This design comes from an exercise in tuning for small area on the open sky130 flow, not from production work.
RTL that was checked went through simulation tests only; none was proved equivalent to the original.
Function not checked in run 4: the RTL went through the layout flow alone.
Power and IR drop assume default switching activity.

==> design.v <==
module inv16_core (
    input  wire         clk,
    input  wire         rst,           
    input  wire         start,
    input  wire [15:0]  nsteps,
    output wire         busy,
    input  wire         hw_we,
    input  wire [4:0]   hw_sel,
    input  wire [15:0]  hw_data,
    output wire [255:0] regs,
    output wire [15:0]  pc_o,
    output wire         dir_o,
    output wire [1:0]   err_o,
    output wire         halted_o,
    output wire         brk_o,
    output wire         mem_req,
    output wire         mem_we,
    output wire [15:0]  mem_addr,
    output wire [15:0]  mem_wdata,
    input  wire         mem_ack,
    input  wire [15:0]  mem_rdata
);
    reg [15:0] x [0:15];
    reg [15:0] pc, steps, ir, P, Q;
    reg        dir, halted, brk_hit, m, ph;
    reg [1:0]  err;
    reg [3:0]  st, cnt;
    genvar gi;
    wire [255:0] xflat;
    generate
        for (gi = 0; gi < 16; gi = gi + 1) begin : g_regs
            assign xflat[16*gi +: 16] = x[gi];
        end
    endgenerate
    assign regs      = xflat;
    assign busy      = (st != 4'd0);
    assign pc_o      = pc;
    assign dir_o     = dir;
    assign err_o     = err;
    assign halted_o  = halted;
    assign brk_o     = brk_hit;
    assign mem_addr  = Q;
    assign mem_wdata = P;
    wire [3:0] op = ir[7:4];
    wire [3:0] fa = ir[3:0];
    wire [3:0] fb = ir[15:12];
    wire [3:0] fc = ir[11:8];
    wire        rx, rpc, rsteps, rns, rhw, rrd, rimm;
    wire [1:0]  rf, wf, asel;
    wire        xp, xq, xi, bm1, bmq, binv, cin, qen, qld;
    wire [2:0]  kv;
    wire        wx, wpc, wsteps, ldir, lerr, sbrk, cbrk, shalt, mset;
    wire [1:0]  errv;
    wire [3:0]  nst;
    wire        wz, sbit, qbit, cout, pk1, sen;
    wire [15:0] R, W;
    wire [16:0] SUM;
    inv16_ctl u_ctl (
        .st(st), .op(op), .fa(fa), .fb(fb), .fc3(fc[3]),
        .start(start), .hw_we(hw_we), .hw_sel(hw_sel), .hwd(hw_data[1:0]),
        .err(err), .halted(halted), .brk_hit(brk_hit), .dir(dir),
        .wz(wz), .mem_ack(mem_ack), .r0(R[0]), .m(m), .cnt(cnt), .ph(ph),
        .qbit(qbit), .pk1(pk1),
        .rx(rx), .rf(rf), .rpc(rpc), .rsteps(rsteps), .rns(rns), .rhw(rhw),
        .rrd(rrd), .rimm(rimm), .xp(xp), .xq(xq), .xi(xi), .asel(asel), .kv(kv),
        .bm1(bm1), .bmq(bmq), .binv(binv), .cin(cin), .qen(qen),
        .qld(qld), .wx(wx), .wf(wf), .wpc(wpc), .wsteps(wsteps),
        .req(mem_req), .wreq(mem_we), .nst(nst),
        .ldir(ldir), .lerr(lerr), .errv(errv), .sbrk(sbrk), .cbrk(cbrk),
        .shalt(shalt), .mset(mset)
    );
    wire [15:0] roh, woh;
    inv16_dec u_rdec (.en(rx && !rst), .f(rf == 2'd0 ? fa : rf == 2'd1 ? fb : fc), .oh(roh));
    inv16_dec u_wdec (.en(wx), .f(wf == 2'd0 ? fa : wf == 2'd1 ? fb : hw_sel[3:0]), .oh(woh));
    inv16_rdmux u_rdmux (
        .xs(xflat), .oh(roh),
        .s_pc(pc), .s_steps(steps), .s_imm(ir[15:8]),
        .e_pc(rpc && !rst), .e_steps(rsteps && !rst), .e_imm(rimm && !rst),
        .R(R)
    );
    inv16_wpath u_wpath (
        .R(R), .s_ns(nsteps), .s_hw(hw_data), .s_rd(mem_rdata),
        .e_ns(rns && !rst), .e_hw(rhw && !rst), .e_rd(rrd && !rst),
        .P(P), .Q(Q), .I(ir), .xp(xp && !rst), .xq(xq && !rst), .xi(xi && !rst),
        .W(W), .wz(wz)
    );
    inv16_bitsel u_bitsel (
        .R(R), .cnt(cnt), .ph(ph), .op(op), .fc(fc[2:0]), .q15(Q[15]), .sh(Q[3:0]),
        .m(m), .cout(cout), .P15(P[15]), .sbit(sbit), .qbit(qbit), .pk1(pk1)
    );
    inv16_alu u_alu (
        .P(P), .R(R), .a0(Q[15] && op == 4'h9), .asel(asel), .kv(kv),
        .bm(bm1 | (bmq & Q[15])), .binv(binv), .cin(cin), .SUM(SUM)
    );
    assign cout = SUM[16];
    integer i;
    always @(posedge clk) begin
        for (i = 0; i < 16; i = i + 1)
            if (rst || woh[i]) x[i] <= W;
        if (rst || wpc) pc <= W;
        if (wsteps) steps <= W;
        if (st == 4'd11) ir <= mem_rdata;
        P <= {SUM[15:1], SUM[0] | (sbit && sen)};
        if (qen) Q <= qld ? W : {Q[14:0], qbit};
    end
    wire two = (op == 4'hD);
    assign sen = (st == 4'd8) && !(two && ph);
    always @(posedge clk) begin
        st  <= rst ? 4'd0 : nst;
        cnt <= (st == 4'd8) ? ((two && !ph) ? cnt : cnt - 4'd1) : 4'd15;
        ph  <= (st == 4'd8 && two) ? ~ph : 1'b0;
        if (mset) m <= (st == 4'd8) ? (P[15] ^ cout ^ ~m) : cout;
        if (rst) begin
            dir     <= 1'b0;
            err     <= 2'd0;
            halted  <= 1'b0;
            brk_hit <= 1'b0;
        end else begin
            if (ldir) dir <= hw_data[0];
            if (lerr) err <= errv;
            if (cbrk) brk_hit <= 1'b0;
            if (sbrk) brk_hit <= 1'b1;
            if (shalt) halted <= 1'b1;
        end
    end
endmodule
module inv16_ctl (
    input  wire [3:0] st, op, fa, fb,
    input  wire       fc3,
    input  wire       start, hw_we,
    input  wire [4:0] hw_sel,
    input  wire [1:0] hwd,
    input  wire [1:0] err,
    input  wire       halted, brk_hit, dir,
    input  wire       wz, mem_ack, r0, m,
    input  wire [3:0] cnt,
    input  wire       ph, qbit, pk1,
    output reg        rx,
    output reg  [1:0] rf,
    output reg        rpc, rsteps, rns, rhw, rrd, rimm,
    output reg        xp, xq, xi,
    output reg  [1:0] asel,
    output reg  [2:0] kv,
    output reg        bm1, bmq, binv, cin,  qen, qld,
    output reg        wx,
    output reg  [1:0] wf,
    output reg        wpc, wsteps, req, wreq,
    output reg  [3:0] nst,
    output reg        ldir, lerr,
    output reg  [1:0] errv,
    output reg        sbrk, cbrk, shalt, mset
);
    localparam S_IDLE = 4'd0;
    localparam S_PCQ = 4'd15;
    localparam S_FETCH = 4'd11;
    localparam S_E0 = 4'd1;
    localparam S_E1 = 4'd14;
    localparam S_E2 = 4'd7;
    localparam S_E3 = 4'd6;
    localparam S_E4 = 4'd4;
    localparam S_E5 = 4'd9;
    localparam S_IT = 4'd8;
    localparam S_WB = 4'd12;
    localparam S_WB2 = 4'd5;
    localparam S_BK1 = 4'd2;
    localparam S_BK2 = 4'd13;
    localparam S_BK3 = 4'd10;
    localparam S_BK4 = 4'd3;
    localparam OP_ADD = 4'h0, OP_SUB = 4'h1, OP_ROR = 4'h2, OP_ROL = 4'h3;
    localparam OP_SHR = 4'h4, OP_SHL = 4'h5, OP_AND = 4'h6, OP_ORA = 4'h7;
    localparam OP_MUL = 4'h8, OP_DIV = 4'h9, OP_CMP = 4'hA, OP_JEQ = 4'hB;
    localparam OP_XRI = 4'hC, OP_SRR = 4'hD, OP_SRM = 4'hE, OP_BRK = 4'hF;
    localparam F_A = 2'd0, F_B = 2'd1, F_C = 2'd2, F_H = 2'd3;
    localparam A_P = 2'd1, A_SH = 2'd2, A_K = 2'd3;
    wire last = (cnt == 4'd0);
    wire two  = (op == OP_SRR);
    always @(*) begin
        rx = 1'b0; rf = F_A; rpc = 1'b0; rsteps = 1'b0; rns = 1'b0; rhw = 1'b0;
        rrd = 1'b0; rimm = 1'b0; xp = 1'b0; xq = 1'b0; xi = 1'b0;
        asel = A_P; kv = 3'b000; bm1 = 1'b0; bmq = 1'b0; binv = 1'b0; cin = 1'b0;
        qen = 1'b0; qld = 1'b0;
        wx = 1'b0; wf = F_A; wpc = 1'b0; wsteps = 1'b0;
        req = 1'b0; wreq = 1'b0;
        ldir = 1'b0; lerr = 1'b0; errv = 2'd0; sbrk = 1'b0; cbrk = 1'b0;
        shalt = 1'b0; mset = 1'b0;
        nst = st;
        begin
            case (st)
                S_IDLE: begin
                    if (start) begin
                        rns = 1'b1; wsteps = 1'b1; cbrk = 1'b1;
                        if (err == 2'd0 && !halted && !wz) nst = S_PCQ;
                    end else if (hw_we) begin
                        rhw  = 1'b1;
                        wf   = F_H;
                        wx   = !hw_sel[4];
                        wpc  = (hw_sel == 5'd16);
                        ldir = (hw_sel == 5'd17);
                        lerr = (hw_sel == 5'd18);
                        errv = hwd;
                    end
                end
                S_PCQ: begin
                    rpc = 1'b1; qen = 1'b1; qld = 1'b1;
                    nst = S_FETCH;
                end
                S_FETCH: begin
                    req = 1'b1;
                    if (mem_ack) nst = S_E0;
                end
                S_E0: begin
                    case (op)
                        OP_ADD, OP_SUB, OP_CMP: begin
                            rx = 1'b1; rf = F_B; asel = A_K; bm1 = 1'b1;
                            nst = S_E1;
                        end
                        OP_ROR, OP_ROL, OP_SHR, OP_SHL, OP_AND, OP_ORA, OP_MUL: begin
                            rx = 1'b1; rf = F_C; qen = 1'b1; qld = 1'b1;
                            nst = S_IT;
                        end
                        OP_DIV: begin
                            rx = 1'b1; rf = F_C;
                            nst = wz ? S_BK1 : S_E1;
                        end
                        OP_JEQ: begin
                            rx = 1'b1; rf = F_B; qen = 1'b1; qld = 1'b1;
                            nst = S_E1;
                        end
                        OP_XRI: begin
                            rimm = 1'b1; asel = A_K; bm1 = 1'b1;
                            nst = S_WB;
                        end
                        OP_SRR: begin
                            if (fc3) begin
                                lerr = 1'b1; errv = 2'd3; nst = S_IDLE;
                            end else
                                nst = S_IT;
                        end
                        OP_SRM: begin
                            rx = 1'b1; rf = F_A; asel = A_K; bm1 = 1'b1;
                            nst = S_E1;
                        end
                        default: begin  
                            sbrk = 1'b1;
                            if (fa == 4'hF && fb == 4'hF) begin
                                shalt = 1'b1; nst = S_IDLE;
                            end else
                                nst = S_BK1;
                        end
                    endcase
                end
                S_E1: begin
                    case (op)
                        OP_ADD, OP_SUB: begin
                            rx = 1'b1; rf = F_C; asel = A_P; bm1 = 1'b1;
                            binv = (op == OP_SUB); cin = (op == OP_SUB);
                            nst = S_WB;
                        end
                        OP_CMP: begin
                            rx = 1'b1; rf = F_C; asel = A_P; bm1 = 1'b1;
                            binv = 1'b1; cin = 1'b1; mset = 1'b1;
                            nst = S_E2;
                        end
                        OP_DIV: begin
                            rx = 1'b1; rf = F_B; qen = 1'b1; qld = 1'b1;
                            asel = A_K; mset = 1'b1;
                            nst = S_IT;
                        end
                        OP_JEQ: begin
                            rx = 1'b1; rf = F_C; xq = 1'b1;
                            nst = wz ? S_E2 : S_BK1;
                        end
                        default: begin  
                            rx = 1'b1; rf = F_B; qen = 1'b1; qld = 1'b1;
                            nst = S_E2;
                        end
                    endcase
                end
                S_E2: begin
                    case (op)
                        OP_CMP: begin
                            xp = 1'b1; asel = A_K;
                            kv = wz ? 3'b000 : m ? 3'b001 : 3'b111;
                            nst = S_WB;
                        end
                        OP_JEQ: begin
                            rx = 1'b1; rf = F_A;
                            if (r0) begin
                                lerr = 1'b1; errv = 2'd1; nst = S_IDLE;
                            end else begin
                                qen = 1'b1; qld = 1'b1; nst = S_E3;
                            end
                        end
                        default: begin  
                            req = 1'b1; rrd = 1'b1; wx = mem_ack;
                            if (mem_ack) nst = S_E3;
                        end
                    endcase
                end
                S_E3: begin
                    if (op == OP_JEQ) begin
                        req = 1'b1; rrd = 1'b1; xi = 1'b1;
                        if (mem_ack) begin
                            if (wz) nst = S_E4;
                            else begin
                                lerr = 1'b1; errv = 2'd2; nst = S_IDLE;
                            end
                        end
                    end else begin  
                        req = 1'b1; wreq = 1'b1;
                        if (mem_ack) nst = S_BK1;
                    end
                end
                S_E4: begin
                    rpc = 1'b1; wx = 1'b1;
                    nst = S_E5;
                end
                S_E5: begin
                    xq = 1'b1; wpc = 1'b1;
                    nst = S_BK3;
                end
                S_IT: begin
                    if (two && !ph) begin  
                        rx = 1'b1; rf = pk1 ? F_B : F_A;
                        asel = A_SH;
                    end else if (two) begin  
                        rx = 1'b1; rf = pk1 ? F_B : F_A;
                        qen = 1'b1;
                        if (last) nst = S_WB;
                    end else if (op == OP_DIV) begin
                        rx = 1'b1; rf = F_C; asel = A_SH; bm1 = 1'b1;
                        binv = !m; cin = !m; qen = 1'b1; mset = 1'b1;
                        if (last) nst = S_WB;
                    end else begin
                        rx = 1'b1; rf = F_B; asel = A_SH;
                        bmq = (op == OP_MUL);
                        qen = (op == OP_AND) || (op == OP_ORA) || (op == OP_MUL);
                        if (last) nst = S_WB;
                    end
                end
                S_WB: begin
                    wx = 1'b1;
                    if (op == OP_SRR) begin
                        xp = 1'b1; nst = S_WB2;
                    end else begin
                        rx = 1'b1; rf = F_A;
                        xq = (op == OP_DIV); xp = (op != OP_DIV);
                        nst = S_BK1;
                    end
                end
                S_WB2: begin
                    xq = 1'b1; wx = 1'b1; wf = F_B;
                    nst = S_BK1;
                end
                S_BK1: begin
                    rpc = 1'b1; asel = A_K; kv = {dir, 2'b10}; bm1 = 1'b1;
                    nst = S_BK2;
                end
                S_BK2: begin
                    xp = 1'b1; wpc = 1'b1; qen = 1'b1; qld = 1'b1;
                    nst = S_BK3;
                end
                S_BK3: begin
                    rsteps = 1'b1; asel = A_K; kv = 3'b111; bm1 = 1'b1;
                    nst = S_BK4;
                end
                default: begin  
                    xp = 1'b1; wsteps = 1'b1;
                    nst = (wz || brk_hit) ? S_IDLE : S_FETCH;
                end
            endcase
        end
    end
endmodule
module inv16_dec (
    input  wire        en,
    input  wire [3:0]  f,
    output wire [15:0] oh
);
    genvar g;
    generate
        for (g = 0; g < 16; g = g + 1) begin : g_oh
            assign oh[g] = en && (f == g);
        end
    endgenerate
endmodule
module inv16_rdmux (
    input  wire [255:0] xs,
    input  wire [15:0]  oh,
    input  wire [15:0]  s_pc, s_steps,
    input  wire [7:0]   s_imm,
    input  wire         e_pc, e_steps, e_imm,
    output reg  [15:0]  R
);
    integer i;
    always @(*) begin
        R = (s_pc & {16{e_pc}}) | (s_steps & {16{e_steps}}) |
            ({8'h00, s_imm} & {16{e_imm}});
        for (i = 0; i < 16; i = i + 1)
            R = R | (xs[16*i +: 16] & {16{oh[i]}});
    end
endmodule
module inv16_wpath (
    input  wire [15:0] R, s_ns, s_hw, s_rd,
    input  wire        e_ns, e_hw, e_rd,
    input  wire [15:0] P, Q, I,
    input  wire        xp, xq, xi,
    output wire [15:0] W,
    output wire        wz
);
    wire [15:0] H = (s_ns & {16{e_ns}}) | (s_hw & {16{e_hw}}) | (s_rd & {16{e_rd}});
    wire [15:0] X = (P & {16{xp}}) | (Q & {16{xq}}) | (I & {16{xi}});
    assign W  = (R | H) ^ X;
    assign wz = (W == 16'h0000);
endmodule
module inv16_bitsel (
    input  wire [15:0] R,
    input  wire [3:0]  cnt,
    input  wire        ph,
    input  wire [3:0]  op,
    input  wire [2:0]  fc,
    input  wire        q15,
    input  wire [3:0]  sh,
    input  wire        m, cout, P15,
    output reg         sbit,
    output wire        qbit,
    output wire        pk1
);
    reg [7:0] t;
    always @(*) begin
        case (fc)
            3'd0: t = {2'd3, 2'd2, 2'd1, 2'd0};
            3'd1: t = {2'd3, 2'd2, 2'd0, 2'd1};
            3'd2: t = {2'd2, 2'd3, 2'd1, 2'd0};
            3'd3: t = {2'd2, 2'd3, 2'd0, 2'd1};
            3'd4: t = {2'd1, 2'd0, 2'd3, 2'd2};
            3'd5: t = {2'd0, 2'd1, 2'd2, 2'd3};
            3'd6: t = {2'd3, 2'd1, 2'd2, 2'd0};
            default: t = {2'd0, 2'd2, 2'd1, 2'd3};
        endcase
    end
    wire [1:0] pk = t[2*{ph, cnt[3]} +: 2];
    assign pk1 = pk[1];
    wire       shr_op = (op == 4'h2) || (op == 4'h4);
    wire       shl_op = (op == 4'h3) || (op == 4'h5);
    wire [4:0] isum   = {1'b0, cnt} + {1'b0, shl_op ? ~sh : sh} + {4'd0, shl_op};
    reg  [3:0] idx;
    reg        ival;
    always @(*) begin
        idx  = cnt;
        ival = 1'b1;
        if (shr_op) begin idx = isum[3:0]; ival = ~isum[4]; end
        if (shl_op) begin idx = isum[3:0]; ival =  isum[4]; end
        if (op == 4'hD) idx = {pk[0], cnt[2:0]};
    end
    wire rbit = R[idx];
    always @(*) begin
        case (op)
            4'h6:    sbit = q15 & rbit;
            4'h7:    sbit = q15 | rbit;
            4'hD:    sbit = rbit;
            4'h2, 4'h3, 4'h4, 4'h5: sbit = ival & rbit;
            default: sbit = 1'b0;
        endcase
    end
    assign qbit = (op == 4'h9) ? (P15 ^ cout ^ m) : sbit;
endmodule
module inv16_alu (
    input  wire [15:0] P, R,
    input  wire        a0,
    input  wire [1:0]  asel,
    input  wire [2:0]  kv,
    input  wire        bm, binv, cin,
    output wire [16:0] SUM
);
    wire [15:0] K = {{14{kv[2]}}, kv[1], kv[0]};
    reg  [15:0] A;
    always @(*) begin
        case (asel)
            2'd2:    A = {P[14:0], a0};
            2'd3:    A = K;
            default: A = P;
        endcase
    end
    wire [15:0] B = (R & {16{bm}}) ^ {16{binv}};
    assign SUM = {1'b0, A} + {1'b0, B} + {16'd0, cin};
endmodule
==> flow/run.sh <==
#!/bin/bash
# Layout: the standard flow (standard.sh) unchanged, except that the
# buffer put on every input and output port is the platform's smallest
# buffer cell instead of the one buffer_ports picks by default, and that
# clock tree synthesis adds no dummy loads.
set -euo pipefail
export BUFFER_PORTS_ARGS="-buffer_cell sky130_fd_sc_hd__buf_1"
export CTS_ARGS="-sink_clustering_enable -repair_clock_nets -dont_use_dummy_load -sink_clustering_size 16 -sink_clustering_max_diameter 60 -buf_list sky130_fd_sc_hd__clkbuf_8"
bash standard.sh > standard.log 2>&1
==> standard.sh <==
#!/bin/bash
# synth_recipe.tcl (not shown) runs the flow's synth.tcl, then flattens the netlist and writes it again
# the make line also repeats each setting of config.mk as NAME=value (left out here)
make -C /OpenROAD-flow-scripts/flow DESIGN_CONFIG=/design/flow/config.mk WORK_HOME=/design/flow/orfs CLKGATE_MAP_FILE= SYNTH_SCRIPT=/design/flow/synth_recipe.tcl "${@:-finish}"
==> config.mk <==
export PLATFORM = sky130hd
export DESIGN_NAME = inv16_core
export DESIGN_NICKNAME = inv16_core
export VERILOG_FILES = /design/flow/design.v
export SDC_FILE = /design/flow/constraint.sdc
export NUM_CORES = 4
export LEC_CHECK = 0
export CAP_MARGIN = 20
export CORE_MARGIN = 2
export CORE_UTILIZATION = 60
export SLEW_MARGIN = 20
export SYNTH_HIERARCHICAL = 1
export SYNTH_MINIMUM_KEEP_SIZE = 0
==> constraint.sdc <==
create_clock -name core_clock -period 11.0 [get_ports {clk}]
set_input_delay 2.2000 -clock core_clock [delete_from_list [all_inputs] [get_ports {clk}]]
set_output_delay 2.2000 -clock core_clock [all_outputs]
set_load 0.01 [all_outputs]
==> results of run 1 <==
## registers in the layout (all words and copies together), names as in the netlist, 2 cells and up
name	cells
P	16
Q	16
cnt	4
err	2
ir	16
pc	16
st	4
steps	16
x	256
## how the worst max path moves through the flow
stage,from,to
detailed placement,rst,Q[0]$_DFFE_PP_
CTS,ir[5]$_DFFE_PN_,Q[0]$_DFFE_PP_
global placement,rst,Q[0]$_DFFE_PP_
finish,ir[5]$_DFFE_PN_,Q[0]$_DFFE_PP_
global route,ir[5]$_DFFE_PN_,Q[0]$_DFFE_PP_
floorplan,rst,Q[0]$_DFFE_PP_
## Yosys stat by module, one instance, submodules excluded
module / flops+latches / times used / cell area, um^2 / cells
inv16_core: 351 / 1 / 11100 / 474
inv16_rdmux: 0 / 1 / 1680 / 237
inv16_alu: 0 / 1 / 1320 / 201
inv16_ctl: 0 / 1 / 1140 / 204
inv16_bitsel: 0 / 1 / 738 / 101
inv16_wpath: 0 / 1 / 648 / 94
inv16_dec: 0 / 2 / 118 / 23
## cell usage after synthesis (13+ instances only)
cell type,instances
edfxtp_1,321
a22oi_1,105
nand2_1,105
nor2_1,88
a21oi_1,73
xnor2_1,49
o21ai_0,47
clkbuf_1,40
nor3_1,33
buf_2,30
dfxtp_1,30
a22o_1,28
a222oi_1,24
nor2b_1,24
inv_1,23
nand4_1,23
or2_2,22
a221oi_1,21
mux2i_1,21
ha_1,19
nand3_1,19
mux2_2,17
and3_1,13
nand2b_1,13
## kinds of logic (layout without fill, tap and decap cells)
family	Yosys count	count (layout)	synth area share (%)
simple gates	395	395	12.1
compound gates	381	381	16.5
flops	351	351	60.7
buf+inv	108	483	3.16
xor+xnor	59	59	3.06
mux	40	40	2.65
fa+ha+maj	23	23	1.82
## stage by stage
step	cells	hold slack, ps
2_1_floorplan	1357	516
3_3_place_gp	2080	512
3_5_place_dp	2080	527
4_1_cts	2110	543
5_1_grt	2110	561
6_report	2110	547
## per-layer routing
layer,GRT usage (%),vias up
li1,-,6030
met1,55.5,7051
met2,66.5,1421
met3,9.83,236
met4,20.6,0
met5,0,-
## power groups by stage
stage               registers, mW  logic, mW  clock network (mW)
floorplan                    2.99       1.13                   0
global placement             2.91       2.39                   0
detailed placement           2.92       2.43                   0
CTS                          2.89       2.44               0.650
global route                 2.95       2.65               0.691
finish                       2.93       2.50               0.660
## critical path: cells and delay by family, from the launching register on
kind | cells | cell delay, ps
muxes | 2 | 440
DFF | 1 | 810
xor gates and xnor gates | 3 | 1110
buffers and inverters | 2 | 460
and+or+nand+nor | 14 | 3410
AOI/OAI and AO/OA | 12 | 3040
adders and majority gates | 1 | 290
## area by class of cell
cell class,instances,area share [%]
Multi-Input combinational cell,898,32.0
Timing Repair Buffer,430,9.59
Tap cell,378,2.46
Sequential cell,351,53.3
Inverter,23,0.449
Clock buffer,30,2.15
==> results.cfg, run 1 <==
[outcome]
status = no timing/DRC/antenna violations

[worst_setup_path]
cpPeakStageDelay_ps = 830
cp_data_required_time_ps = 11350
worst-path-max-fanout = 24
cp.arrival_ps = 10160
rr_worst_depth = 34
r2r_slack_ps = 1190
r2r_start = ir[5]$_DFFE_PN_
critPathLaunchType = flop
cp_slowest_cell = xnor2_2
worstSetupEndpointType = flop
critPathKind = flop to flop
timing.rr.end = Q[0]$_DFFE_PP_

[floorplanning]
coreArea_um2 = 27700
dieHeight_um = 172
die_x_um = 172
placementRows = 61
io_pins = 370
start_util_pct = 60.9
dieArea_um2 = 29500

[sta]
relSlewSlack_pct = 24.7
tightest_slew_ps = 1130
fin_skew_ps = 52.9
period_needed_ps = 9810
setup-tns-final_ps = 0
hold_violations = 0
drv_slew = 0
fmax_mhz = 102
final.setup.worst_slack_ps = 1190
final-setup-viol-count = 0
period_share_pct = 89.2
grt_setup_unrepaired = false

[drt]
wl_met2_um = 29000
avgViaCountPerCell = 6.98
drc_errors = 0
ant_nets = 0
dr.pass1.iters = 9
vias = 14700
drt-initial-drc-count = 2462
wl_per_cell_um = 30.3
dr_wl_met3_um = 9040
wl_met1_um = 22200
wirelength_um = 64000
top_layer = met4

[placed_design]
postPlaceCellArea_um2 = 18800
dp_hpwl_um = 46300
routabilityCongestion = 1.01
io_buffer_count = 369
post-place-ws_ps = 1570

[synth]
synth.avg_cell_area_um2 = 12.4
syn_area_um2 = 16900
yosysSeqAreaShare_pct = 60.7
synth-edff-count = 321
synth-async-reset-ratio_pct = 0
ys_warn_count = 12
synth_nets = 1437
yosysTopAreaCell = edfxtp_1
synth_flop_cell = edfxtp_1
yosysUniqueCellTypes = 90
synthCells = 1357
synth_top_area_share_pct = 57.1
synth_area_leaders = edfxtp_1 57%, a22oi_1 4.7%, dfxtp_1 3.6%
synth_seq_cells = 351

[run]
drv_cap = 0

[layout]
antennaDiodeCount = 0
finalNetCount = 1814
final_common_cell = buf_1
final_util_pct = 69.3
area_growth_pct = 13.9
nFillCells = 2086
final_cell_mix = 369 x buf_1, 321 x edfxtp_1, 105 x nand2_1, 105 x a22oi_1, 88 x nor2_1
postLayoutCellArea_um2 = 19200
drive_gt1_share_pct = 9.76
seqCellArea_um2 = 10200
multi_input_area_um2 = 6160

[pwr]
p_leak_nw = 6.76
p_int_mw = 3.41
peakVddDrop_mv = 0.227
powerDensity_nw_per_um2 = 317
finalPower_mw = 6.09
p_sw_share_pct = 43.9
combPwrFrac_pct = 41.0
p_sw_mw = 2.67
power_frac_clock_pct = 10.8
sequentialPowerShare_pct = 48.1

[min_path]
min_path_type = flop to flop
hold_end = halted$_SDFFE_PP0P_
min_path_cells = 2
holdCritStartpoint = halted$_SDFFE_PP0P_

[clock_network]
clock_sinks = 351
cts_setup_buffers = 0
cts_tree = yes
cts_max_path_buffers = 3
path_clk_slew_ps = 100
cts_resized = 0
cts_made_buffers = 30
root_buffer = clkbuf_8
holdBufCountCts = 0
htree_levels = 1
clkLatencyLatePin_ps = 630

[grt]
antenna_found_initial = 0
grt_pass1_vias = 13400
grt_overflow = 0
grt_max_degree = 36
grt_pass1_wl_um = 89200
track_usage_pct = 42.2
==> run 2, diff against run 1 <==
==> flow/run.sh (replaced) <==
#!/bin/bash
# Layout: the standard flow (standard.sh) unchanged, except that the
# buffer put on every input and output port is the platform's smallest
# buffer cell instead of the one buffer_ports picks by default, and that
# clock tree synthesis adds no dummy loads.
set -euo pipefail
export BUFFER_PORTS_ARGS="-buffer_cell sky130_fd_sc_hd__buf_1"
export CTS_ARGS="-sink_clustering_enable -repair_clock_nets -dont_use_dummy_load -sink_clustering_size 10 -sink_clustering_max_diameter 40 -buf_list sky130_fd_sc_hd__clkbuf_4"
bash standard.sh > standard.log 2>&1
==> results.cfg, run 2 <==
[grt]
track_usage_pct = 42.6
grt_max_degree = 36
antenna_found_initial = 1
grt_pass1_vias = 13600
grt_overflow = 0
grt_pass1_wl_um = 89700

[synth]
synth_mux_area_share_pct = 2.65
syn_area_um2 = 16900
synth_seq_cells = 351
yosysSeqAreaShare_pct = 60.7
synth_nets = 1437
synth_xor_area_share_pct = 3.06
synthCells = 1357
synth_flop_cell = edfxtp_1
yosysUniqueCellTypes = 90
synth_top_family_by_area = compound AO/OA/AOI/OAI gates
synth_top_area_share_pct = 57.1
ys_warn_count = 12
synthSimpleGateAreaFrac_pct = 12.1
synth-edff-count = 321
synthAdderAreaFrac_pct = 1.82
synth-async-reset-ratio_pct = 0
yosysMostFrequentCell = edfxtp_1
synth_common_cells = 321 x edfxtp_1, 105 x a22oi_1, 105 x nand2_1, 88 x nor2_1, 73 x a21oi_1
yosysTopAreaCell = edfxtp_1
synth-compound-area-share_pct = 16.5
synth_area_leaders = edfxtp_1 57%, a22oi_1 4.7%, dfxtp_1 3.6%
synth.avg_cell_area_um2 = 12.4

[clock_network]
htree_levels = 2
cts_tree = yes
cts_max_path_buffers = 3
cts_made_buffers = 50
holdBufCountCts = 0
root_buffer = clkbuf_4
clkLatencyLatePin_ps = 760
clock_sinks = 351
path_clk_slew_ps = 90
cts_resized = 0
cts_setup_buffers = 0

[drt]
vias = 14800
wirelength_um = 64400
ant_nets = 0
avgViaCountPerCell = 6.95
drc_errors = 0
dr.pass1.iters = 9
drt-initial-drc-count = 2555
wl_per_cell_um = 30.2

[sta]
fmax_mhz = 103
hold_violations = 0
tightest_slew_ps = 1120
fin_skew_ps = 124
relSlewSlack_pct = 25.5
period_share_pct = 88.5
grt_setup_unrepaired = false
final-setup-viol-count = 0
period_needed_ps = 9730
drv_slew = 0
setup-tns-final_ps = 0

[worst_setup_path]
cp_data_required_time_ps = 11440
worstSetupEndpointType = flop
critical_path.startpoint = ir[5]$_DFFE_PN_
worst-path-max-fanout = 24
timing.rr.end = Q[0]$_DFFE_PP_
critPathLaunchType = flop
cp.arrival_ps = 10170
rr_worst_depth = 37
endpoint = Q[0]$_DFFE_PP_
critPathKind = flop to flop
cpPeakStageDelay_ps = 800
r2r_start = ir[5]$_DFFE_PN_
cp_slowest_cell = edfxtp_1
r2r_slack_ps = 1270

[layout]
drive_gt1_share_pct = 10.8
largest_reg_flops = 256
area_growth_pct = 13.7
final_common_cell = buf_1
final_cell_mix = 369 x buf_1, 321 x edfxtp_1, 105 x nand2_1, 105 x a22oi_1, 88 x nor2_1
final_cells = 2132
finalNetCount = 1834
largest_register = x

[placed_design]
routabilityCongestion = 1.01
io_buffer_count = 369
dp_cells = 2080
dp_hpwl_um = 46300

[min_path]
holdCritStartpoint = halted$_SDFFE_PP0P_
min_path_type = flop to flop

[floorplanning]
dieArea_um2 = 29500
io_pins = 370
coreArea_um2 = 27700
start_util_pct = 60.9
die_x_um = 172
placementRows = 61
dieHeight_um = 172

[run]
drv_cap = 0

[pwr]
powerDensity_nw_per_um2 = 317
peakVddDrop_mv = 0.198
p_leak_nw = 6.78

[outcome]
status = no timing/DRC/antenna violations
==> run 2: cell families (layout without fill, tap and decap cells) <==
logic type / after synthesis / count (layout)
other: 0 / 2
and+or+nand+nor: 395 / 395
buffers and inverters: 108 / 503
AOI/OAI and AO/OA: 381 / 381
muxes: 40 / 40
DFF: 351 / 351
adders and majority gates: 23 / 23
xor gates and xnor gates: 59 / 59
==> run 2: power breakdown <==
group          switching, mW  internal (mW)
Clock                  0.434          0.207
Combinational           1.73          0.775
Sequential             0.529           2.40
Total                   2.69           3.38
==> run 2: final cells by class <==
type / count / area, um^2
Clock buffer: 50 / 375
Antenna cell: 2 / 5.00
Sequential cell: 351 / 10200
Tap cell: 378 / 473
Inverter: 23 / 86.3
Timing Repair Buffer: 430 / 1840
Fill cell: 2083 / 8530
Multi-Input combinational cell: 898 / 6160
==> run 2: how the worst min path moves through the flow <==
stage,depth (start not counted),to,slack (ps)
floorplan,2,halted$_SDFFE_PP0P_,520
finish,2,halted$_SDFFE_PP0P_,540
global placement,2,halted$_SDFFE_PP0P_,510
global route,2,halted$_SDFFE_PP0P_,560
CTS,2,halted$_SDFFE_PP0P_,540
detailed placement,2,halted$_SDFFE_PP0P_,530
==> run 2: critical path: cells and delay by family (launching register included) <==
| family | cells | cell delay (ps) |
|---|---|---|
| AOI/OAI and AO/OA | 12 | 2650 |
| xor gates and xnor gates | 3 | 480 |
| adders and majority gates | 1 | 280 |
| buffers and inverters | 3 | 760 |
| DFF | 1 | 800 |
| muxes | 2 | 440 |
| and+or+nand+nor | 16 | 4090 |
==> run 2: metal layers <==
layer | vias up | GRT usage (%) | routed length [um] | share of wire (%)
met5 | - | 0 | 0 | 0
met4 | 0 | 21.9 | 3920 | 6.1
met3 | 253 | 11.5 | 9560 | 15
met2 | 1458 | 66.8 | 29200 | 45
met1 | 7009 | 54.8 | 21700 | 34
li1 | 6092 | - | - | -
==> run 2: through the flow <==
stage	power, mW	utilization, %	setup slack [ps]	instance area, um^2	hold slack (ps)
floorplan	4.12	-	2510	16900	516
global placement	5.29	67.8	1760	18800	512
detailed placement	5.35	67.8	1570	18800	527
CTS	5.96	69.2	1590	19200	540
global route	6.29	69.2	738	19200	558
finish	6.07	69.2	1270	19200	538
==> run 2: modules after synthesis (local to each module, per instance) <==
module	cell area, um^2	cells	times used
inv16_wpath	648	94	1
inv16_rdmux	1680	237	1
inv16_ctl	1140	204	1
inv16_core	11100	474	1
inv16_alu	1320	201	1
inv16_bitsel	738	101	1
inv16_dec	118	23	2
==> run 3, diff against run 2 <==
--- a/design.v
+++ b/design.v
@@ -390,15 +390,39 @@
     input  wire [15:0]  s_pc, s_steps,
     input  wire [7:0]   s_imm,
     input  wire         e_pc, e_steps, e_imm,
-    output reg  [15:0]  R
+    output wire [15:0]  R
 );
-    integer i;
-    always @(*) begin
-        R = (s_pc & {16{e_pc}}) | (s_steps & {16{e_steps}}) |
-            ({8'h00, s_imm} & {16{e_imm}});
-        for (i = 0; i < 16; i = i + 1)
-            R = R | (xs[16*i +: 16] & {16{oh[i]}});
-    end
+    wire [17:0] sel = {e_steps, e_pc, oh};
+    genvar j, k;
+    generate
+        for (j = 0; j < 16; j = j + 1) begin : g_bit
+            wire [17:0] src;
+            wire [6:0]  t;
+            for (k = 0; k < 16; k = k + 1) begin : g_src
+                assign src[k] = xs[16*k + j];
+            end
+            assign src[16] = s_pc[j];
+            assign src[17] = s_steps[j];
+            for (k = 0; k < 6; k = k + 1) begin : g_aoi
+                inv16_aoi222 u (.a0(src[3*k]),   .s0(sel[3*k]),
+                                .a1(src[3*k+1]), .s1(sel[3*k+1]),
+                                .a2(src[3*k+2]), .s2(sel[3*k+2]),
+                                .y(t[k]));
+            end
+            if (j < 8) begin : g_imm
+                assign t[6] = ~(s_imm[j] & e_imm);
+            end else begin : g_noimm
+                assign t[6] = 1'b1;
+            end
+            assign R[j] = ~&t;
+        end
+    endgenerate
+endmodule
+module inv16_aoi222 (
+    input  wire a0, s0, a1, s1, a2, s2,
+    output wire y
+);
+    assign y = ~(a0 & s0 | a1 & s1 | a2 & s2);
 endmodule
 module inv16_wpath (
     input  wire [15:0] R, s_ns, s_hw, s_rd,
==> flow/run.sh (replaced) <==
#!/bin/bash
# Layout: the standard flow (standard.sh) unchanged, except that the
# buffer put on every input and output port is the platform's smallest
# buffer cell instead of the one buffer_ports picks by default, and that
# clock tree synthesis adds no dummy loads.
set -euo pipefail
export BUFFER_PORTS_ARGS="-buffer_cell sky130_fd_sc_hd__buf_1"
export CTS_ARGS="-sink_clustering_enable -repair_clock_nets -dont_use_dummy_load -sink_clustering_size 16 -sink_clustering_max_diameter 60 -buf_list sky130_fd_sc_hd__clkbuf_8"
bash standard.sh > standard.log 2>&1
==> results.cfg, run 3 <==
[min_path]
min_path_cells = 2
holdCritStartpoint = halted$_SDFFE_PP0P_
min_path_type = flop to flop
hold_end = halted$_SDFFE_PP0P_

[synth]
ys_warn_count = 11
synth-async-reset-ratio_pct = 0
synth_seq_cells = 351
yosysUniqueCellTypes = 88
synth_area_leaders = edfxtp_1 59%, a222oi_1 6.8%, dfxtp_1 3.7%
synth_top_area_share_pct = 58.7
synth-edff-count = 321
synthCells = 1257
yosysSeqAreaShare_pct = 62.4
synth_nets = 1337
syn_area_um2 = 16400
synth_common_cells = 321 x edfxtp_1, 112 x a222oi_1, 89 x nand2_1, 88 x nor2_1, 73 x a21oi_1
synth_flop_cell = edfxtp_1
yosysTopAreaCell = edfxtp_1
synth.avg_cell_area_um2 = 13.1
yosysMostFrequentCell = edfxtp_1

[layout]
final_cells = 2000
largest_register = x
drive_gt1_share_pct = 10.1
final_util_pct = 70.6
final_common_cell = buf_1
postLayoutCellArea_um2 = 19000
area_growth_pct = 15.6
finalNetCount = 1739
largest_reg_flops = 256
final_cell_mix = 369 x buf_1, 321 x edfxtp_1, 112 x a222oi_1

[worst_setup_path]
worst-path-max-fanout = 20
r2r_slack_ps = 1070
worstSetupEndpointType = flop
critPathLaunchType = flop
cp_slowest_cell = xnor2_2
cpPeakStageDelay_ps = 850
timing.rr.end = Q[0]$_DFFE_PP_
cp_common_cell = a21oi_1
cp.arrival_ps = 10230
cp_data_required_time_ps = 11300
r2r_start = ir[7]$_DFFE_PN_
rr_worst_depth = 33
critPathKind = flop to flop

[drt]
drt-initial-drc-count = 2654
wirelength_um = 62700
avgViaCountPerCell = 7.18
vias = 14400
dr.pass1.iters = 14
wl_per_cell_um = 31.3
ant_nets = 0
drc_errors = 0

[sta]
setup-tns-final_ps = 0
grt_setup_unrepaired = false
final-setup-viol-count = 0
drv_slew = 0
fmax_mhz = 101
tightest_slew_ps = 1190
period_share_pct = 90.2
fin_skew_ps = 81.5
hold_violations = 0
relSlewSlack_pct = 20.1
period_needed_ps = 9930

[clock_network]
root_buffer = clkbuf_8
cts_made_buffers = 29
cts_tree = yes
cts_setup_buffers = 0
holdBufCountCts = 0
cts_max_path_buffers = 3
clkLatencyLatePin_ps = 630
cts_resized = 0
path_clk_slew_ps = 110
clock_sinks = 351
htree_levels = 1

[floorplanning]
start_util_pct = 61.1
placementRows = 60
die_x_um = 169
dieHeight_um = 169
io_pins = 370
coreArea_um2 = 26900
dieArea_um2 = 28700

[grt]
antenna_found_initial = 5
grt_pass1_wl_um = 88900
grt_pass1_vias = 13300
grt_overflow = 0
track_usage_pct = 42.5
grt_max_degree = 36

[placed_design]
postPlaceCellArea_um2 = 18500
dp_cells = 1969
dp_hpwl_um = 45600
routabilityCongestion = 1.04
io_buffer_count = 369

[pwr]
finalPower_mw = 6.18
powerDensity_nw_per_um2 = 326
p_leak_nw = 6.60
peakVddDrop_mv = 0.229

[outcome]
status = no timing/DRC/antenna violations

[run]
drv_cap = 0
## run 3: critical path: cells and delay by family, from the launching register on
kind,cells,cell delay (ps)
compound gates,12,2980
simple gates,13,3530
fa+ha+maj,1,320
xor+xnor,3,1140
buf+inv,1,200
mux,3,660
flops,1,740
## run 3: final cells by class
class	instances	area (um^2)
clock buffers	29	399
flip-flops and latches	351	10200
multi-input cells	834	6040
repair buffers	420	1780
fillers	1985	7900
inverters	23	86.3
well taps	341	427
diodes	2	5.00
## run 3: how the worst max path moves through the flow
stage / from / endpoint / slack [ps] / cells after the start
floorplan: rst / Q[0]$_DFFE_PP_ / 2490 / 30
global placement: rst / Q[0]$_DFFE_PP_ / 1350 / 30
detailed placement: rst / Q[0]$_DFFE_PP_ / 1240 / 30
CTS: ir[7]$_DFFE_PN_ / Q[0]$_DFFE_PP_ / 1340 / 33
global route: ir[7]$_DFFE_PN_ / Q[0]$_DFFE_PP_ / 640 / 35
finish: ir[7]$_DFFE_PN_ / Q[0]$_DFFE_PP_ / 1070 / 33
## run 3: routing by layer
layer	vias up	GRT usage (%)	share of wire, %
met4	0	16.9	4.7
met5	-	0	0
met3	182	12.5	16
met2	1364	63.6	44
li1	5882	-	-
met1	6926	59.0	35
## run 3: logic make-up after synthesis
group,share of synthesized area (%)
XOR/XNOR,3.15
flip-flops,62.4
adder cells (fa/ha/maj),1.88
AND/OR/NAND/NOR,12.4
multiplexers,2.72
AO/OA/AOI/OAI,15.6
buffers and inverters,1.96
## run 3: power breakdown
part	total [mW]	switching (mW)	internal, mW
logic	2.66	1.86	0.798
registers	2.88	0.487	2.40
clock network	0.636	0.402	0.234
total	6.18	2.75	3.43
## run 3: per-stage QoR
| stage | setup slack [ps] | hold WS, ps |
|---|---|---|
| after CTS | 1340 | 517 |
| after global routing | 636 | 556 |
| final | 1070 | 527 |
| after detailed placement | 1240 | 504 |
| after floorplan | 2490 | 516 |
| after global placement | 1350 | 508 |
## run 3: modules after synthesis (local to each module, per instance)
module / flip-flops and latches / cells inside
inv16_wpath: 0 / 94
inv16_bitsel: 0 / 101
inv16_core: 351 / 474
inv16_rdmux: 0 / 41
inv16_dec: 0 / 23
inv16_aoi222: 0 / 1
inv16_alu: 0 / 201
inv16_ctl: 0 / 204
==> run 4, diff against run 3 <==
--- a/design.v
+++ b/design.v
@@ -432,9 +432,17 @@
     output wire [15:0] W,
     output wire        wz
 );
-    wire [15:0] H = (s_ns & {16{e_ns}}) | (s_hw & {16{e_hw}}) | (s_rd & {16{e_rd}});
-    wire [15:0] X = (P & {16{xp}}) | (Q & {16{xq}}) | (I & {16{xi}});
-    assign W  = (R | H) ^ X;
+    wire [15:0] Hn, Xn;
+    genvar j;
+    generate
+        for (j = 0; j < 16; j = j + 1) begin : g_bit
+            inv16_aoi222 u_h (.a0(s_ns[j]), .s0(e_ns), .a1(s_hw[j]), .s1(e_hw),
+                              .a2(s_rd[j]), .s2(e_rd), .y(Hn[j]));
+            inv16_aoi222 u_x (.a0(P[j]), .s0(xp), .a1(Q[j]), .s1(xq),
+                              .a2(I[j]), .s2(xi), .y(Xn[j]));
+        end
+    endgenerate
+    assign W  = (R | ~Hn) ^ ~Xn;
     assign wz = (W == 16'h0000);
 endmodule
 module inv16_bitsel (
==> results.cfg, run 4 <==
[outcome]
status = no timing/DRC/antenna violations

[layout]
seqCellArea_um2 = 10200
multi_input_area_um2 = 6010
finalNetCount = 1725
final_cell_mix = 369 x buf_1, 321 x edfxtp_1, 128 x a222oi_1
area_growth_pct = 16.0
drive_gt1_share_pct = 10.4
nFillCells = 1964
largest_register = x
antennaDiodeCount = 0
largest_reg_flops = 256
final_common_cell = buf_1

[clock_network]
path_clk_slew_ps = 70
cts_setup_buffers = 0
clkLatencyLatePin_ps = 590
holdBufCountCts = 0
cts_resized = 0
htree_levels = 2
clock_sinks = 351
root_buffer = clkbuf_8
cts_tree = yes
cts_made_buffers = 34
cts_max_path_buffers = 3

[worst_setup_path]
cp_data_required_time_ps = 11280
cpPeakStageDelay_ps = 800
worst-path-max-fanout = 20
cp_slowest_cell = xnor2_2
worstSetupEndpointType = flop
critPathLaunchType = flop
cp.arrival_ps = 10150
critPathKind = flop to flop

[synth]
synth_flop_cell = edfxtp_1
yosysTopAreaCell = edfxtp_1
synth_common_cells = 321 x edfxtp_1, 128 x a222oi_1, 88 x nor2_1, 73 x nand2_1, 57 x a21oi_1
yosysUniqueCellTypes = 89
synth.avg_cell_area_um2 = 13.3
syn_area_um2 = 16400
synth-async-reset-ratio_pct = 0
synth_top_area_share_pct = 58.9
synth_area_leaders = edfxtp_1 59%, a222oi_1 7.8%, dfxtp_1 3.7%
synth_nets = 1312
yosysMostFrequentCell = edfxtp_1
ys_warn_count = 11
synthCells = 1232
synth-edff-count = 321
synth_seq_cells = 351
yosysSeqAreaShare_pct = 62.6

[drt]
wl_per_cell_um = 30.6
ant_nets = 0
dr.pass1.iters = 13
drt-initial-drc-count = 2799
drc_errors = 0
avgViaCountPerCell = 7.14
vias = 14200
wirelength_um = 60600

[sta]
fin_skew_ps = 117
hold_violations = 0
setup-tns-final_ps = 0
worst_hold_slack_ps = 547
tightest_slew_ps = 1070
period_share_pct = 89.7
grt_setup_unrepaired = false
drv_slew = 0
period_needed_ps = 9860
final-setup-viol-count = 0
fmax_mhz = 101
relSlewSlack_pct = 28.4

[grt]
use_met1_pct = 55.2
use_met3_pct = 9.14
top_usage_layer = met2
grt_use_met2_pct = 65.7
track_usage_pct = 41.2
grt_pass1_vias = 13100
grt_pass1_wl_um = 86000
grt_max_degree = 36
antenna_found_initial = 0
grt_overflow = 0

[pwr]
peakVddDrop_mv = 0.218
powerDensity_nw_per_um2 = 323
p_leak_nw = 6.60

[min_path]
min_path_type = flop to flop

[placed_design]
dp_hpwl_um = 43300
io_buffer_count = 369
routabilityCongestion = 0.997

[floorplanning]
die_x_um = 169
dieHeight_um = 169
dieArea_um2 = 28600
coreArea_um2 = 26900
start_util_pct = 60.9
io_pins = 370
placementRows = 60

[run]
drv_cap = 0
[run 4: path summary, 6_finish.rpt]
check	startpoint	cells after the start	slack (ps)	end
max reg2reg	st[2]$_SDFF_PP0_	33	1140	Q[0]$_DFFE_PP_
max	st[2]$_SDFF_PP0_	33	1140	Q[0]$_DFFE_PP_
min reg2reg	err[1]$_SDFFE_PP0P_	2	550	err[1]$_SDFFE_PP0P_
min	err[1]$_SDFFE_PP0P_	2	550	err[1]$_SDFFE_PP0P_
[run 4: kinds of logic after synthesis]
logic type	after synthesis	share of synthesized area [%]
adder cells (fa/ha/maj)	23	1.88
XOR/XNOR	59	3.16
AND/OR/NAND/NOR	379	12.7
multiplexers	40	2.73
flip-flops	351	62.6
AO/OA/AOI/OAI	317	15.4
buffers and inverters	63	1.64
[run 4: Yosys stat by module (local to each module, per instance)]
| module | cell area, um^2 | flip-flops and latches | cells inside |
|---|---|---|---|
| inv16_alu | 1320 | 0 | 201 |
| inv16_ctl | 1140 | 0 | 204 |
| inv16_bitsel | 738 | 0 | 101 |
| inv16_rdmux | 265 | 0 | 41 |
| inv16_core | 11100 | 351 | 474 |
| inv16_aoi222 | 10.0 | 0 | 1 |
| inv16_wpath | 282 | 0 | 37 |
| inv16_dec | 118 | 0 | 23 |
[run 4: final cells by class]
class / count / area share [%]
repair buffers: 417 / 9.21
inverters: 23 / 0.455
well taps: 341 / 2.25
clock buffers: 34 / 2.47
multi-input cells: 818 / 31.7
flip-flops and latches: 351 / 53.9
[run 4: worst max-delay path, delay by kind of cell, from the launching register on]
| family | cells | cell delay [ps] |
|---|---|---|
| and+or+nand+nor | 15 | 4160 |
| AOI/OAI and AO/OA | 11 | 2820 |
| xor gates and xnor gates | 3 | 1080 |
| DFF | 1 | 550 |
| muxes | 2 | 430 |
| adders and majority gates | 1 | 290 |
| buffers and inverters | 1 | 250 |
[run 4: power by group]
part	switching (mW)	leakage [nW]	internal [mW]
combinational	1.75	2.87	0.780
clock	0.422	0.244	0.276
sequential	0.502	3.49	2.40
total	2.67	6.60	3.46
[run 4: layer usage]
metal	vias up	share of wire, %
li1	5857	-
met1	6818	34
met2	1295	47
met3	192	14
met4	0	5.2
met5	-	0
[run 4: per-stage QoR]
step	cells	setup slack (ps)	total power [mW]	util [%]	area, um^2
floorplan	1232	2480	4.09	-	16400
global placement	1949	1610	5.31	68.9	18500
detailed placement	1949	1420	5.35	68.9	18500
CTS	1983	1380	6.03	70.6	19000
global route	1984	482	6.34	70.6	19000
finish	1984	1140	6.13	70.6	19000
==> run 5, diff against run 4 <==
--- a/design.v
+++ b/design.v
@@ -506,14 +506,19 @@
     output wire [16:0] SUM
 );
     wire [15:0] K = {{14{kv[2]}}, kv[1], kv[0]};
-    reg  [15:0] A;
-    always @(*) begin
-        case (asel)
-            2'd2:    A = {P[14:0], a0};
-            2'd3:    A = K;
-            default: A = P;
-        endcase
-    end
+    wire        sp = !asel[1];
+    wire        ss = asel == 2'd2;
+    wire        sk = asel == 2'd3;
+    wire [15:0] Ps = {P[14:0], a0};
+    wire [15:0] An;
+    genvar j;
+    generate
+        for (j = 0; j < 16; j = j + 1) begin : g_a
+            inv16_aoi222 u (.a0(P[j]), .s0(sp), .a1(Ps[j]), .s1(ss),
+                            .a2(K[j]), .s2(sk), .y(An[j]));
+        end
+    endgenerate
+    wire [15:0] A = ~An;
     wire [15:0] B = (R & {16{bm}}) ^ {16{binv}};
     assign SUM = {1'b0, A} + {1'b0, B} + {16'd0, cin};
 endmodule
==> results.cfg, run 5 <==
[outcome]
status = no timing/DRC/antenna violations

[layout]
postLayoutCellArea_um2 = 18900
area_growth_pct = 16.0
largest_register = x
largest_reg_flops = 256
final_common_cell = buf_1
nFillCells = 1938
finalNetCount = 1695
drive_gt1_share_pct = 9.61
final_cells = 1955
final_util_pct = 70.4
final_cell_mix = 369 x buf_1, 321 x edfxtp_1, 144 x a222oi_1

[grt]
use_met1_pct = 55.8
grt_use_met2_pct = 64.5
grt_pass1_wl_um = 85300
top_usage_layer = met2
grt_pass1_vias = 12900
track_usage_pct = 41.0
grt_overflow = 0
grt_max_degree = 36
antenna_found_initial = 0
use_met3_pct = 7.48

[clock_network]
cts_tree = yes
cts_max_path_buffers = 3
cts_setup_buffers = 0
root_buffer = clkbuf_8
holdBufCountCts = 0
path_clk_slew_ps = 80
clkLatencyLatePin_ps = 660
cts_resized = 0
clock_sinks = 351
htree_levels = 1
cts_made_buffers = 30

[synth]
ys_warn_count = 10
yosysMostFrequentCell = edfxtp_1
synth_common_cells = 321 x edfxtp_1, 144 x a222oi_1, 74 x nand2_1, 68 x nor2_1, 52 x xnor2_1
synth-edff-count = 321
synth_nets = 1283
synth.avg_cell_area_um2 = 13.5
yosysUniqueCellTypes = 81
synth-async-reset-ratio_pct = 0
synth_flop_cell = edfxtp_1
syn_area_um2 = 16300
yosysTopAreaCell = edfxtp_1
yosysSeqAreaShare_pct = 63.0
synth_top_area_share_pct = 59.3
synth_seq_cells = 351
synthCells = 1203
synth_area_leaders = edfxtp_1 59%, a222oi_1 8.9%, dfxtp_1 3.7%

[floorplanning]
dieArea_um2 = 28400
start_util_pct = 60.7
placementRows = 60
dieHeight_um = 169
io_pins = 370
coreArea_um2 = 26800
die_x_um = 169

[pwr]
p_sw_mw = 2.47
powerDensity_nw_per_um2 = 303
peakVddDrop_mv = 0.228
finalPower_mw = 5.72
combPwrFrac_pct = 39.0
power_frac_clock_pct = 11.4
p_sw_share_pct = 43.1
p_leak_nw = 6.63
p_int_mw = 3.25
sequentialPowerShare_pct = 49.5

[min_path]
holdCritStartpoint = halted$_SDFFE_PP0P_
min_path_type = flop to flop
hold_end = halted$_SDFFE_PP0P_
min_path_cells = 2

[worst_setup_path]
cp.arrival_ps = 10830
timing.rr.end = Q[0]$_DFFE_PP_
cp_slowest_cell = o21ai_0
critPathKind = flop to flop
r2r_slack_ps = 500
rr_worst_depth = 33
cp_common_cell = o21ai_0
r2r_start = st[3]$_SDFF_PP0_
worst-path-max-fanout = 21
critPathLaunchType = flop
worstSetupEndpointType = flop
crit_family = simple AND/OR/NAND/NOR gates
cpPeakStageDelay_ps = 820
crit_buf_inv = 3
cp_data_required_time_ps = 11330

[sta]
period_share_pct = 95.5
hold_violations = 0
fmax_mhz = 95.2
worst_hold_slack_ps = 533
relSlewSlack_pct = 27.0
period_needed_ps = 10500
drv_slew = 0
tightest_slew_ps = 1090
grt_setup_unrepaired = false
fin_skew_ps = 116
setup-tns-final_ps = 0
final.setup.worst_slack_ps = 497
final-setup-viol-count = 0

[drt]
avgViaCountPerCell = 7.22
dr.pass1.iters = 14
ant_nets = 0
drt-initial-drc-count = 2877
wirelength_um = 60100
drc_errors = 0
vias = 14100
wl_per_cell_um = 30.7

[placed_design]
routabilityCongestion = 0.962
postPlaceCellArea_um2 = 18400
dp_cells = 1923
post-place-ws_ps = 548
io_buffer_count = 369
dp_hpwl_um = 43500

[run]
drv_cap = 0
[run 5: cell type report]
type | instances | area [um^2] | area share (%)
clock buffers | 30 | 413 | 2.19
inverters | 33 | 124 | 0.656
repair buffers | 414 | 1730 | 9.15
diodes | 1 | 2.50 | 0.0133
multi-input cells | 785 | 5940 | 31.5
flip-flops and latches | 351 | 10200 | 54.3
well taps | 341 | 427 | 2.26
[run 5: per-module statistics from Yosys, one instance, submodules excluded, excerpt]
| module | cell area, um^2 | cells inside | flip-flops and latches |
|---|---|---|---|
| inv16_core | 11100 | 474 | 351 |
| inv16_rdmux | 265 | 41 | 0 |
| inv16_dec | 118 | 23 | 0 |
| inv16_alu | 1060 | 156 | 0 |
| inv16_wpath | 282 | 37 | 0 |
| inv16_ctl | 1140 | 204 | 0 |
[run 5: logic make-up after synthesis]
kind of cell / Yosys count / share of synthesized area (%)
AND/OR/NAND/NOR: 356 / 12.2
flip-flops: 351 / 63.0
AO/OA/AOI/OAI: 310 / 15.6
buffers and inverters: 67 / 1.67
XOR/XNOR: 59 / 3.18
multiplexers: 37 / 2.56
adder cells (fa/ha/maj): 23 / 1.89
[run 5: routing by layer]
metal,part of all wire [%],vias to the layer above
li1,-,5801
met1,35,6831
met2,46,1279
met3,13,197
met4,6.1,0
met5,0,-
[run 5: worst max path at each step]
| stage | start | to | depth (start not counted) |
|---|---|---|---|
| floorplan | rst | Q[0]$_DFFE_PP_ | 27 |
| global placement | st[3]$_SDFF_PP0_ | Q[0]$_DFFE_PP_ | 31 |
| detailed placement | st[3]$_SDFF_PP0_ | Q[0]$_DFFE_PP_ | 31 |
| CTS | st[3]$_SDFF_PP0_ | Q[0]$_DFFE_PP_ | 31 |
| global route | st[3]$_SDFF_PP0_ | Q[0]$_DFFE_PP_ | 32 |
| finish | st[3]$_SDFF_PP0_ | Q[0]$_DFFE_PP_ | 33 |
[run 5: worst min-delay path: stages, from the launching register on]
cell and delay, ps:
dfxtp_1 340, nor2_1 110, nor2_1 40
[run 5: power by group through the flow]
stage | combinational [mW] | sequential, mW | clock [mW]
5_1_grt | 2.34 | 2.86 | 0.701
3_5_place_dp | 2.16 | 2.82 | 0
6_report | 2.23 | 2.83 | 0.654
3_3_place_gp | 2.13 | 2.81 | 0
2_1_floorplan | 0.890 | 2.90 | 0
4_1_cts | 2.17 | 2.80 | 0.653

-- afterwards: timing with drivers on the ports --
In the flow no input, the clock included, has a driving cell. The finished layouts below were timed again as built, in two steps.
Step 1 assumes that a clkbuf_16 drives the clock port and a buf_2 every other input.
Step 2 also shifts input and output timing later by t, the mid clock arrival at the registers, as if the neighbouring blocks saw the same clock.
Slacks: ideal ports / drivers / drivers and shift; pairs: ideal ports / drivers.
run | t, ns | slack for setup (ns) | clock arrival spread, ns
run 1 | 0.649 | 1.190 / 1.190 / 1.190 | 0.053 / 0.053
run 2 | 0.754 | 1.269 / 1.269 / 1.234 | 0.125 / 0.124
run 3 | 0.642 | 1.074 / 1.074 / 0.926 | 0.081 / 0.082
run 4 | 0.583 | 1.136 / 1.136 / 1.136 | 0.118 / 0.117
run 5 | 0.652 | 0.497 / 0.497 / 0.497 | 0.116 / 0.116
After both steps setup and hold are still met in every run listed. For run 3, which loses most, drivers alone change the setup slack by 0.000 ns; drivers and shift together by -0.148 ns.
